Context: an optimization exercise on an open-source flow, tuned for small area. The choices shown serve that exercise and are no tape-out recipe. The RTL was checked by simulation tests, not by an equivalence proof against the original design. Power figures rest on the tool's default switching activity, not on a simulated workload. No driver is modelled on the clock port, so clocking that relies on it looks cheaper here than on a real chip.

File: design/flow/flow/run.sh
#!/bin/bash
# The standard layout (standard.sh), with these changes:
#  - synthesis is the standard flow's own script (synth_recipe.tcl) with one difference:
#    ABC maps the logic with its default area-oriented liberty script and no
#    delay target (ORFS passes -D 10.0, which ABC reads as 10 ps, with a speed
#    script).  Registers are mapped before ABC, so they are the same, with the
#    same names and cells, as the standard synthesis's;
#  - clock tree synthesis adds no dummy loads and uses sink clusters of up to
#    36 flip-flops within 60 um (fewer leaf buffers, clock-pin slew ~122 ps);
#  - port buffers are buf_1 (every input and output still gets one);
#  - core utilisation comes from config.mk.
# Each step's output goes to its own log here; ORFS's logs are under orfs/logs.
set -euo pipefail
export CTS_ARGS="-sink_clustering_enable -repair_clock_nets -dont_use_dummy_load -sink_clustering_size 36 -sink_clustering_max_diameter 60"
export BUFFER_PORTS_ARGS="-buffer_cell sky130_fd_sc_hd__buf_1"

# area_synth.tcl: synth_recipe.tcl preceded by a wrapper for ABC
{
  cat flow/abc_area.tcl
  cat synth_recipe.tcl
} > area_synth.tcl
sed "s#SYNTH_SCRIPT=[^ ]*#SYNTH_SCRIPT=$PWD/area_synth.tcl#" standard.sh > area_synth_step.sh
grep -q "SYNTH_SCRIPT=$PWD/area_synth.tcl" area_synth_step.sh

bash area_synth_step.sh synth > synth_flow.log 2>&1
bash standard.sh > standard_flow.log 2>&1
File: design/flow/flow/abc_area.tcl
# Area-oriented technology mapping: drop the ABC script, delay target and
# constraint file that ORFS's synthesis passes, so ABC runs its default
# liberty mapping.  Sourced ahead of synth_recipe.tcl.
proc abc {args} {
  set kept {}
  set skip 0
  foreach a $args {
    if {$skip} { set skip 0; continue }
    if {$a in {-script -D -constr}} { set skip 1; continue }
    lappend kept $a
  }
  yosys abc {*}$kept
}
File: design/flow/standard.sh
#!/bin/bash
# synth_recipe.tcl (not shown) runs the flow's synth.tcl, then flattens the netlist and writes it again
# the make line also repeats each setting of config.mk as NAME=value (left out here)
make -C /OpenROAD-flow-scripts/flow DESIGN_CONFIG=/design/flow/config.mk WORK_HOME=/design/flow/orfs CLKGATE_MAP_FILE= SYNTH_SCRIPT=/design/flow/synth_recipe.tcl "${@:-finish}"
File: design/flow/config.mk
export PLATFORM = sky130hd
export DESIGN_NAME = ble_transport
export DESIGN_NICKNAME = ble_transport
export VERILOG_FILES = /design/flow/design.v
export SDC_FILE = /design/flow/constraint.sdc
export NUM_CORES = 4
export LEC_CHECK = 0
export CAP_MARGIN = 20
export CORE_MARGIN = 2
export CORE_UTILIZATION = 60
export SLEW_MARGIN = 20
File: design/flow/constraint.sdc
create_clock -name core_clock -period 10.0 [get_ports {clk}]
set_input_delay 2.0000 -clock core_clock [delete_from_list [all_inputs] [get_ports {clk}]]
set_output_delay 2.0000 -clock core_clock [all_outputs]
set_load 0.01 [all_outputs]
File: design/flow/design.v
module ble_transport (
    input  wire       clk,
    input  wire       rst,           
    input  wire       cmd_valid,
    input  wire [7:0] cmd_data,
    output wire       cmd_ready,
    output wire       rsp_valid,
    output wire [7:0] rsp_data,
    input  wire       rsp_ready,
    output reg        reqn,
    input  wire       rdyn,
    output wire       xfer_req,
    output wire [7:0] xfer_tx,
    input  wire       xfer_ack,
    input  wire [7:0] xfer_rx,
    output wire       fatal,
    output wire [7:0] fatal_cause
);
    localparam RB = 96;              
    assign fatal       = 1'b0;
    assign fatal_cause = 8'h00;
    localparam [3:0] OP_INIT = 4'h1, OP_SEND = 4'h2, OP_PEEK = 4'h3, OP_GET = 4'h4,
                     OP_TXE  = 4'h5, OP_TXF  = 4'h6, OP_RXE  = 4'h7, OP_RXF = 4'h8,
                     OP_FLUSH = 4'h9, OP_DEBUG = 4'hA;
    localparam [3:0] H_IDLE = 4'd0,    
                     H_ARGI = 4'd1,    
                     H_ARGD = 4'd2,    
                     H_SLEN = 4'd3,    
                     H_SPAY = 4'd4,    
                     H_SEND = 4'd5,    
                     H_EVP  = 4'd6,    
                     H_EVG  = 4'd7,    
                     H_RW   = 4'd8,    
                     H_RWD  = 4'd9,    
                     H_RST  = 4'd10,   
                     H_RWT  = 4'd11,   
                     H_RDAT = 4'd12,   
                     H_SZ   = 4'd13;   
    localparam [2:0] S_IDLE  = 3'd0,
                     S_ENTRY = 3'd1,
                     S_XFER  = 3'd2,
                     S_WRX   = 3'd3,
                     S_LDTX  = 3'd4,
                     S_END   = 3'd5,
                     S_REARM = 3'd6;
    reg [8*RB-1:0] txr, rxr;
    reg [4:0]      pb;               
    reg [1:0]      ps;               
    wire [7:0] txtap = txr[7:0];
    wire [7:0] rxtap = rxr[7:0];
    reg       tx_we, rx_we;
    reg [7:0] rx_wd;
    wire [7:0] tx_wd = (h_st == H_SZ) ? 8'h00 : cmd_data;
    always @(posedge clk) begin
        txr <= {tx_we ? tx_wd : txtap, txr[8*RB-1:8]};
        rxr <= {rx_we ? rx_wd    : rxtap, rxr[8*RB-1:8]};
        pb  <= pb + 5'd1;
        if (pb == 5'd31)
            ps <= (ps == 2'd2) ? 2'd0 : ps + 2'd1;
    end
    function [1:0] inc3;             
        input [1:0] a;
        begin
            inc3 = {a[0], ~a[1] & ~a[0]};
        end
    endfunction
    reg [1:0] th, tt, rh, rt;        
    reg       tf, rf;                
    reg       mode_edge, rdy_mask, attached, rdy_pend, rdyn_q, init_done;
    reg [2:0] svc_st;
    reg [7:0] xb;                    
    reg [5:0] k;                     
    reg [4:0] mb;                    
    reg       rxnz;
    reg [3:0] h_st;
    reg [1:0] db;                    
    reg [4:0] j;                     
    reg [7:0] n;                     
    reg       st;                    
    reg [1:0] rsl;                   
    wire [1:0] ttail = tt;
    wire [1:0] rtail = rt;
    wire txq_full  = tf;
    wire rxq_full  = rf;
    wire txq_empty = (th == tt) && !tf;
    wire rxq_empty = (rh == rt) && !rf;
    wire svc_idle  = (svc_st == S_IDLE);
    wire img_busy  = (h_st == H_RWD) || (h_st == H_RST) || (h_st == H_RWT) || (h_st == H_RDAT);
    wire svc_start = svc_idle && mode_edge && rdy_pend && attached && !rdy_mask &&
                     !(img_busy && rtail == rsl);
    wire host_go   = svc_idle && !svc_start;
    wire rdyn_fall = rdyn_q && !rdyn;
    wire [5:0] km1 = k - 6'd1;
    wire al_txk  = (ps == th)    && (pb == k[4:0]);
    wire al_rxk  = (ps == rtail) && (pb == km1[4:0]);
    wire al_send = (ps == ttail) && (pb == j);
    wire al_rsp  = (ps == rsl)   && (pb == j);
    wire h_in = (h_st == H_IDLE) || (h_st == H_ARGI) || (h_st == H_ARGD) ||
                (h_st == H_SLEN && (!(init_done && !txq_full) || al_send)) ||
                (h_st == H_SPAY && (!st || al_send));
    assign cmd_ready = host_go && h_in;
    wire   cmd_fire  = cmd_valid && cmd_ready;
    assign rsp_valid = host_go && ((h_st == H_RW) || (h_st == H_RWD) ||
                                   (h_st == H_RST) || (h_st == H_RDAT));
    assign rsp_data  = (h_st == H_RDAT) ? xb : {5'd0, db == 2'd3, db == 2'd2, db == 2'd1};
    wire   rsp_fire  = rsp_valid && rsp_ready;
    assign xfer_req = (svc_st == S_XFER);
    assign xfer_tx  = xb;
    wire   xfer_fire = xfer_req && xfer_ack;
    wire [4:0] ld5  = (xfer_rx > 8'd31) ? 5'd31 : xfer_rx[4:0];
    wire [4:0] lhm1 = (mb == 5'd0) ? 5'd0 : mb - 5'd1;
    always @(*) begin
        tx_we = 1'b0;
        rx_we = 1'b0;
        rx_wd = xb;
        if (svc_st == S_WRX && al_rxk)
            rx_we = 1'b1;
        if (host_go && ((cmd_fire &&
            ((h_st == H_SLEN && init_done && !txq_full && cmd_data <= 8'd31) ||
             (h_st == H_SPAY && st))) || (h_st == H_SZ && al_send)))
            tx_we = 1'b1;
    end
    wire [3:0] in_op  = cmd_data[3:0];
    wire       in_ill = (cmd_data[7:4] != 4'h0) || (in_op == 4'h0) || (in_op > OP_DEBUG);
    always @(posedge clk) begin
        if (rst) begin
            th <= 2'd0; tt <= 2'd0; tf <= 1'b0;
            rh <= 2'd0; rt <= 2'd0; rf <= 1'b0;
            reqn      <= 1'b1;
            rdy_mask  <= 1'b0;
            attached  <= 1'b0;
            rdy_pend  <= 1'b0;
            rdyn_q    <= 1'b1;
            init_done <= 1'b0;
            mode_edge <= 1'b0;
            svc_st    <= S_IDLE;
            h_st      <= H_IDLE;
        end else begin
            rdyn_q <= rdyn;
            if (rdyn_fall && mode_edge)
                rdy_pend <= 1'b1;
            case (svc_st)
                S_IDLE:
                    if (svc_start)
                        svc_st <= S_ENTRY;
                S_ENTRY: begin
                    attached <= 1'b0;
                    if (!(rdyn_fall && mode_edge))
                        rdy_pend <= 1'b0;
                    reqn   <= 1'b0;
                    k      <= 6'd0;
                    svc_st <= S_LDTX;
                end
                S_XFER:
                    if (xfer_fire) begin
                        if (k == 6'd0) begin
                            k      <= 6'd1;
                            svc_st <= S_LDTX;
                        end else begin
                            if (k == 6'd1) begin
                                xb   <= {3'd0, ld5};
                                mb   <= (ld5 > lhm1) ? ld5 : lhm1;
                                rxnz <= (xfer_rx != 8'd0);
                            end else begin
                                xb <= xfer_rx;
                            end
                            svc_st <= S_WRX;
                        end
                    end
                S_WRX:
                    if (al_rxk) begin
                        if (km1[4:0] == mb) begin
                            svc_st <= S_END;
                        end else begin
                            k      <= k + 6'd1;
                            svc_st <= S_LDTX;
                        end
                    end
                S_LDTX: begin
                    if (k[5] || txq_empty) begin
                        xb     <= 8'h00;
                        if (k == 6'd0)
                            mb <= 5'd0;
                        svc_st <= S_XFER;
                    end else if (al_txk) begin
                        xb     <= txtap;
                        if (k == 6'd0)
                            mb <= txtap[4:0];
                        svc_st <= S_XFER;
                    end
                end
                S_END: begin
                    reqn <= 1'b1;
                    if (!txq_empty) begin
                        th <= inc3(th);
                        tf <= 1'b0;
                    end
                    if (rxnz) begin
                        rt <= inc3(rt);
                        rf <= (inc3(rt) == rh);
                        if (mode_edge && inc3(rt) == rh)
                            rdy_mask <= 1'b1;
                    end
                    svc_st <= S_REARM;
                end
                S_REARM: begin
                    if (!txq_empty)
                        reqn <= 1'b0;
                    if (mode_edge)
                        attached <= 1'b1;
                    svc_st <= S_IDLE;
                end
                default: svc_st <= S_IDLE;
            endcase
            if (host_go) begin
                case (h_st)
                    H_IDLE:
                        if (cmd_fire) begin
                            h_st <= H_RW;
                            if (in_ill)
                                db <= 2'd2;
                            else if (in_op == OP_INIT)
                                h_st <= H_ARGI;
                            else if (in_op == OP_DEBUG)
                                h_st <= H_ARGD;
                            else if (in_op == OP_SEND) begin
                                j    <= 5'd0;
                                h_st <= H_SLEN;
                            end
                            else if (!init_done)
                                db <= 2'd3;
                            else begin
                                case (in_op)
                                    OP_PEEK, OP_GET: begin
                                        if (!mode_edge && !rxq_full) begin
                                            if (rdyn) begin
                                                if (!txq_empty)
                                                    reqn <= 1'b0;
                                            end else begin
                                                svc_st <= S_ENTRY;
                                            end
                                        end
                                        h_st <= (in_op == OP_GET) ? H_EVG : H_EVP;
                                    end
                                    OP_TXE: db <= {1'b0, txq_empty};
                                    OP_TXF: db <= {1'b0, txq_full};
                                    OP_RXE: db <= {1'b0, rxq_empty};
                                    OP_RXF: db <= {1'b0, rxq_full};
                                    default: begin       
                                        th <= tt; tf <= 1'b0;
                                        rh <= rt; rf <= 1'b0;
                                        db <= 2'd1;
                                    end
                                endcase
                            end
                        end
                    H_ARGI:
                        if (cmd_fire) begin
                            h_st <= H_RW;
                            if (cmd_data[7:1] != 7'd0) begin
                                db <= 2'd2;
                            end else begin
                                mode_edge <= cmd_data[0];
                                th        <= tt;
                                tf        <= 1'b0;
                                rh        <= rt;
                                rf        <= 1'b0;
                                reqn      <= 1'b1;
                                rdy_mask  <= 1'b0;
                                rdy_pend  <= 1'b0;
                                attached  <= cmd_data[0];
                                init_done <= 1'b1;
                                db        <= 2'd1;
                            end
                        end
                    H_ARGD:
                        if (cmd_fire) begin
                            h_st <= H_RW;
                            db   <= (cmd_data[7:1] != 7'd0) ? 2'd2 : 2'd1;
                        end
                    H_SLEN:
                        if (cmd_fire) begin
                            n    <= cmd_data;
                            j    <= 5'd1;
                            st   <= init_done && !txq_full && cmd_data <= 8'd31;
                            h_st <= (cmd_data != 8'd0) ? H_SPAY :
                                    (init_done && !txq_full) ? H_SZ : H_SEND;
                        end
                    H_SPAY:
                        if (cmd_fire) begin
                            n <= n - 8'd1;
                            j <= j + 5'd1;
                            if (n == 8'd1)
                                h_st <= (st && j != 5'd31) ? H_SZ : H_SEND;
                        end
                    H_SZ:
                        if (al_send) begin
                            j <= j + 5'd1;
                            if (j == 5'd31)
                                h_st <= H_SEND;
                        end
                    H_SEND: begin
                        h_st <= H_RW;
                        if (!init_done) begin
                            db <= 2'd3;
                        end else if (st) begin
                            tt   <= inc3(tt);
                            tf   <= (inc3(tt) == th);
                            reqn <= 1'b0;
                            db   <= 2'd1;
                        end else begin
                            db <= 2'd0;
                        end
                    end
                    H_EVP, H_EVG: begin
                        if (rxq_empty) begin
                            db   <= 2'd0;
                            h_st <= H_RW;
                        end else begin
                            db   <= 2'd1;
                            rsl  <= rh;
                            h_st <= H_RWD;
                            if (h_st == H_EVG) begin
                                rh <= inc3(rh);
                                rf <= 1'b0;
                                if (rxq_full && mode_edge)
                                    rdy_mask <= 1'b0;
                            end
                        end
                    end
                    H_RW:
                        if (rsp_fire)
                            h_st <= H_IDLE;
                    H_RWD:
                        if (rsp_fire) begin
                            db   <= 2'd0;
                            h_st <= H_RST;
                        end
                    H_RST:
                        if (rsp_fire) begin
                            j    <= 5'd0;
                            h_st <= H_RWT;
                        end
                    H_RWT:
                        if (al_rsp) begin
                            xb   <= rxtap;
                            j    <= j + 5'd1;
                            h_st <= H_RDAT;
                        end
                    H_RDAT:
                        if (rsp_fire) begin
                            if (j == 5'd0) begin
                                h_st <= H_IDLE;
                            end else if (al_rsp) begin
                                xb <= rxtap;
                                j  <= j + 5'd1;
                            end else begin
                                h_st <= H_RWT;
                            end
                        end
                    default: h_st <= H_IDLE;
                endcase
            end
            if (svc_start && h_st == H_RDAT) begin
                h_st <= H_RWT;
                j    <= j - 5'd1;
            end
        end
    end
endmodule
==> key figures <==
Power
  – Total Power: 9.58 mW
  – VDD IR max: 191 uV
  – Pwr dens: 247 nW/um^2
  – LEAKAGE: 15.3 nW

Layout
  – Area occupied by multi-input gates: 3580 um^2
  – Final Util: 64.7%
  – Antenna cell count: 0
  – Synth-to-Final Area Change: 7.15%
  – Layout cells sized above 1: 2.75%
  – Layout net count: 2366
  – Layout fillers: 4146
  – Seq. cell area: 32500 um^2

Worst setup path
  – Critical Path Max Stage Delay: 0.71 ns
  – Worst reg2reg endpoint: j[1]$_DFFE_PP_
  – FF-to-FF path depth: 8
  – Crit path max-delay family: compound AO/OA/AOI/OAI gates
  – Startpoint Class: flip-flop
  – Endpoint type of the worst setup path: output pin
  – WP data required: 8.00 ns
  – CP Cell Sequence: nand4b_1 > nand2_1 > o211ai_1 > a21oi_1 > o21a_1 > buf_1
  – WP buf/inv: 1
  – CP Class: reg -> out
  – R2R Setup Slk: 5.52 ns
  – Worst R2R Start: h_st[0]$_SDFFE_PP0P_
  – Max FO, Critical Path: 13
  – Critical-path top delay cell: a21oi_1
  – WP data arrival: 3.55 ns

Global route
  – Largest net degree at the start of global routing: 37
  – Number of global-route vias before repair: 14524
  – Total gr overflow: 0
  – Initial antenna violation count: 7
  – First-pass GRT wire length: 80.3 mm
  – GRT Total Usage: 16.3%

Die
  – Core Rows: 90
  – Full die area: 62400 um^2
  – Initial Utilization: 60.4%
  – I/O pin cnt: 51
  – Die W: 250 um
  – Die H: 250 um
  – Core ar.: 60000 um^2

Placement
  – PortBufs: 41
  – Gp weighted congestion: 0.861
  – DP HPWL: 31.7 mm

Clock tree
  – Root buffer cell: clkbuf_16
  – Total clock sinks: 1605
  – Post-CTS Resized: 0
  – Longest Clk Path Bufs: 3
  – CTS Hold Buffers Added: 0
  – Setup bufs post-CTS: 0
  – CTS Buf Count: 58
  – Clock latency (worst-skew pair): 0.67 ns
  – Clk slew on worst S/H paths: 0.12 ns
  – CTS tree: built
  – H-tree Lvls: 2

Synthesis
  – Netlist Area Pre-Place: 36300 um^2
  – YS warnings: 1
  – Synth async-reset ratio: 0%
  – Flops & latches, synth: 1605
  – Post-synth EDFFs: 40
  – Avg Cell Area, Syn: 16.3 um^2
  – Sequential-to-total area share from yosys stat: 89.7%
  – Top_reg_cell synth: dfxtp_1
  – Synth Instances: 2220
  – Post-synth cell types: 60

STA
  – Final setup TNS: 0 ns
  – Relative slew slack: 28.6%
  – Achievable Freq: 180 MHz
  – Fin crit period: 5.55 ns
  – RSZ-0062 raised after global routing: no
  – Slew Viols, Final: 0
  – Final hold violation count: 0
  – Worst Tran Pin Value: 1.06 ns
  – Hold WS: 0.251 ns
  – Worst Skew: 0.121 ns
  – Final number of setup-violating endpoints: 0
  – Final Cycle Share: 55.5%

Status
  – Status: no timing/DRC/antenna violations

Hold path
  – WHS Endpoint: rxr[293]$_DFF_P_
  – Hold Path Cell Cnt: 0
  – Hold Crit Class: reg -> reg
  – Min-delay src: rxr[301]$_DFF_P_

Run
  – Maxcap violations: 0

Route
  – Via density: 4.79
  – WL final: 50.7 mm
  – Vias: 14864
  – Per-cell routed wire length: 16.3 um
  – DRC: 0
  – 1st-iter DRT viols: 818
  – Drt first pass iters: 5
  – Post-DRT Antenna Nets: 0
worst reg2reg max path, delay by kind of cell, from the launching register on:
family,cells,cell delay [ns]
AO/OA/AOI/OAI,3,1.52
flip-flops,1,0.62
AND/OR/NAND/NOR,5,1.96
placed cells by master (no fill, tap or decap), types with 17 or more instances in the layout:
master     count
xnor2_1       29
dfxtp_1     1565
ha_1          18
buf_1         41
o21ai_0       47
nand3_1       17
edfxtp_1      40
clkinv_1      27
and3_1        19
clkbuf_16     58
nand2_1       80
nor3_1        27
nor2_1        74
a21oi_1       49
xor2_1        21
a31oi_1       18
flip-flops by register name, summed over array words and instances (netlist names), 3 cells and up:
signal and flops:
rxr 768, txr 768, mb 5, pb 5, n 8, svc_st 3
xb 8, k 6, h_st 4, j 5
worst max-delay path by stage:
stage	depth (start not counted)	from	endpoint
after detailed placement	8	cmd_data[5]	j[1]$_DFFE_PP_
after floorplan	10	xfer_rx[6]	mb[3]$_DFFE_PP_
after global routing	6	h_st[0]$_SDFFE_PP0P_	cmd_ready
after global placement	8	cmd_data[5]	j[0]$_DFFE_PP_
after CTS	6	h_st[0]$_SDFFE_PP0P_	rsp_valid
final	6	h_st[0]$_SDFFE_PP0P_	cmd_ready
routing by layer:
metal	GRT usage [%]	vias up	routed length, um
met5	0	-	54
met4	4.96	8	1210
met3	4.54	84	3500
met2	22.7	324	19900
met1	24.9	7065	26100
li1	-	7383	-
cell families (layout without fill, tap and decap cells):
family	after synthesis	count (layout)	share of synthesized area, %
multiplexers	20	20	0.580
other	1	9	0.0103
XOR/XNOR	50	50	1.21
AO/OA/AOI/OAI	186	186	3.27
AND/OR/NAND/NOR	304	304	4.11
flip-flops	1605	1605	89.7
buffers and inverters	36	132	0.466
adder cells (fa/ha/maj)	18	18	0.621
area by class of cell:
cell class / instances / area share, %
well taps: 782 / 2.52
repair buffers: 47 / 0.512
flip-flops and latches: 1605 / 83.7
inverters: 27 / 0.261
multi-input cells: 587 / 9.23
clock buffers: 58 / 3.74
power by group:
part           leakage [nW]  switching (mW)  internal [mW]  total (mW)
combinational          1.61           0.234          0.110       0.344
clock                 0.715            1.66           1.04        2.70
sequential             13.0          0.0477           6.49        6.54
total                  15.3            1.94           7.64        9.58
cells in the mapped netlist, types with 3 or more instances:
master,number,area [um^2]
a222oi_1,3,30.0
xnor2_1,29,254
nor3_1,27,135
and3_1,19,119
nand3_1,17,85.1
nor4b_1,3,26.3
nand2b_1,13,81.3
nand2_1,80,300
o31ai_1,3,22.5
o311ai_0,3,26.3
nor2b_1,10,62.6
o211ai_1,4,30.0
a211oi_1,4,30.0
nor2_1,74,278
mux2_1,8,90.1
nor4_1,12,75.1
a22o_1,3,26.3
and2_0,13,81.3
o21ai_0,47,235
buf_4,9,67.6
mux2i_1,12,120
a211o_1,6,52.6
xor2_1,21,184
a31oi_1,18,113
nor3b_1,3,22.5
o22ai_1,8,50.1
nand4_1,9,56.3
ha_1,18,225
or2_0,7,43.8
dfxtp_1,1565,31300
a2111oi_0,6,52.6
a21oi_1,49,245
edfxtp_1,40,1200
o21a_1,10,75.1
clkinv_1,27,101
or4_1,3,22.5
or3_1,9,56.3
stage by stage:
stage	std cells	setup WS, ns	area (um^2)
6_report	3106	4.45	38800
5_1_grt	3106	4.21	38800
4_1_cts	3106	4.48	38800
3_5_place_dp	3048	4.94	37400
3_3_place_gp	3048	5.08	37400
2_1_floorplan	2228	5.76	36300

==> afterwards: timing with drivers on the ports <==
In the flow no input, the clock included, has a driving cell. The finished layout below was timed again as built, in two steps.
Step 1: set_driving_cell puts a clkbuf_16 on clk and a buf_2 on each other input, an assumption about the parent block.
Step 2 times the ports against the registers' clock, not the clock port: input delays grow and output delays shrink by t, the midpoint of the rising clock arrivals with the driver on.
Three values: ideal ports, drivers, drivers and shift; two values: the first two.
shift t [ns]: 0.669
setup WS [ns]: 4.450 / 4.392 / 4.907
worst hold slack (ns): 0.251 / 0.251 / 0.251
clock arrival spread, ns: 0.122 / 0.122
cell pins on the clock port's net: 1
After both steps setup and hold are still met in this run. For this run, drivers alone change the setup slack by -0.058 ns; drivers and shift together by +0.457 ns.
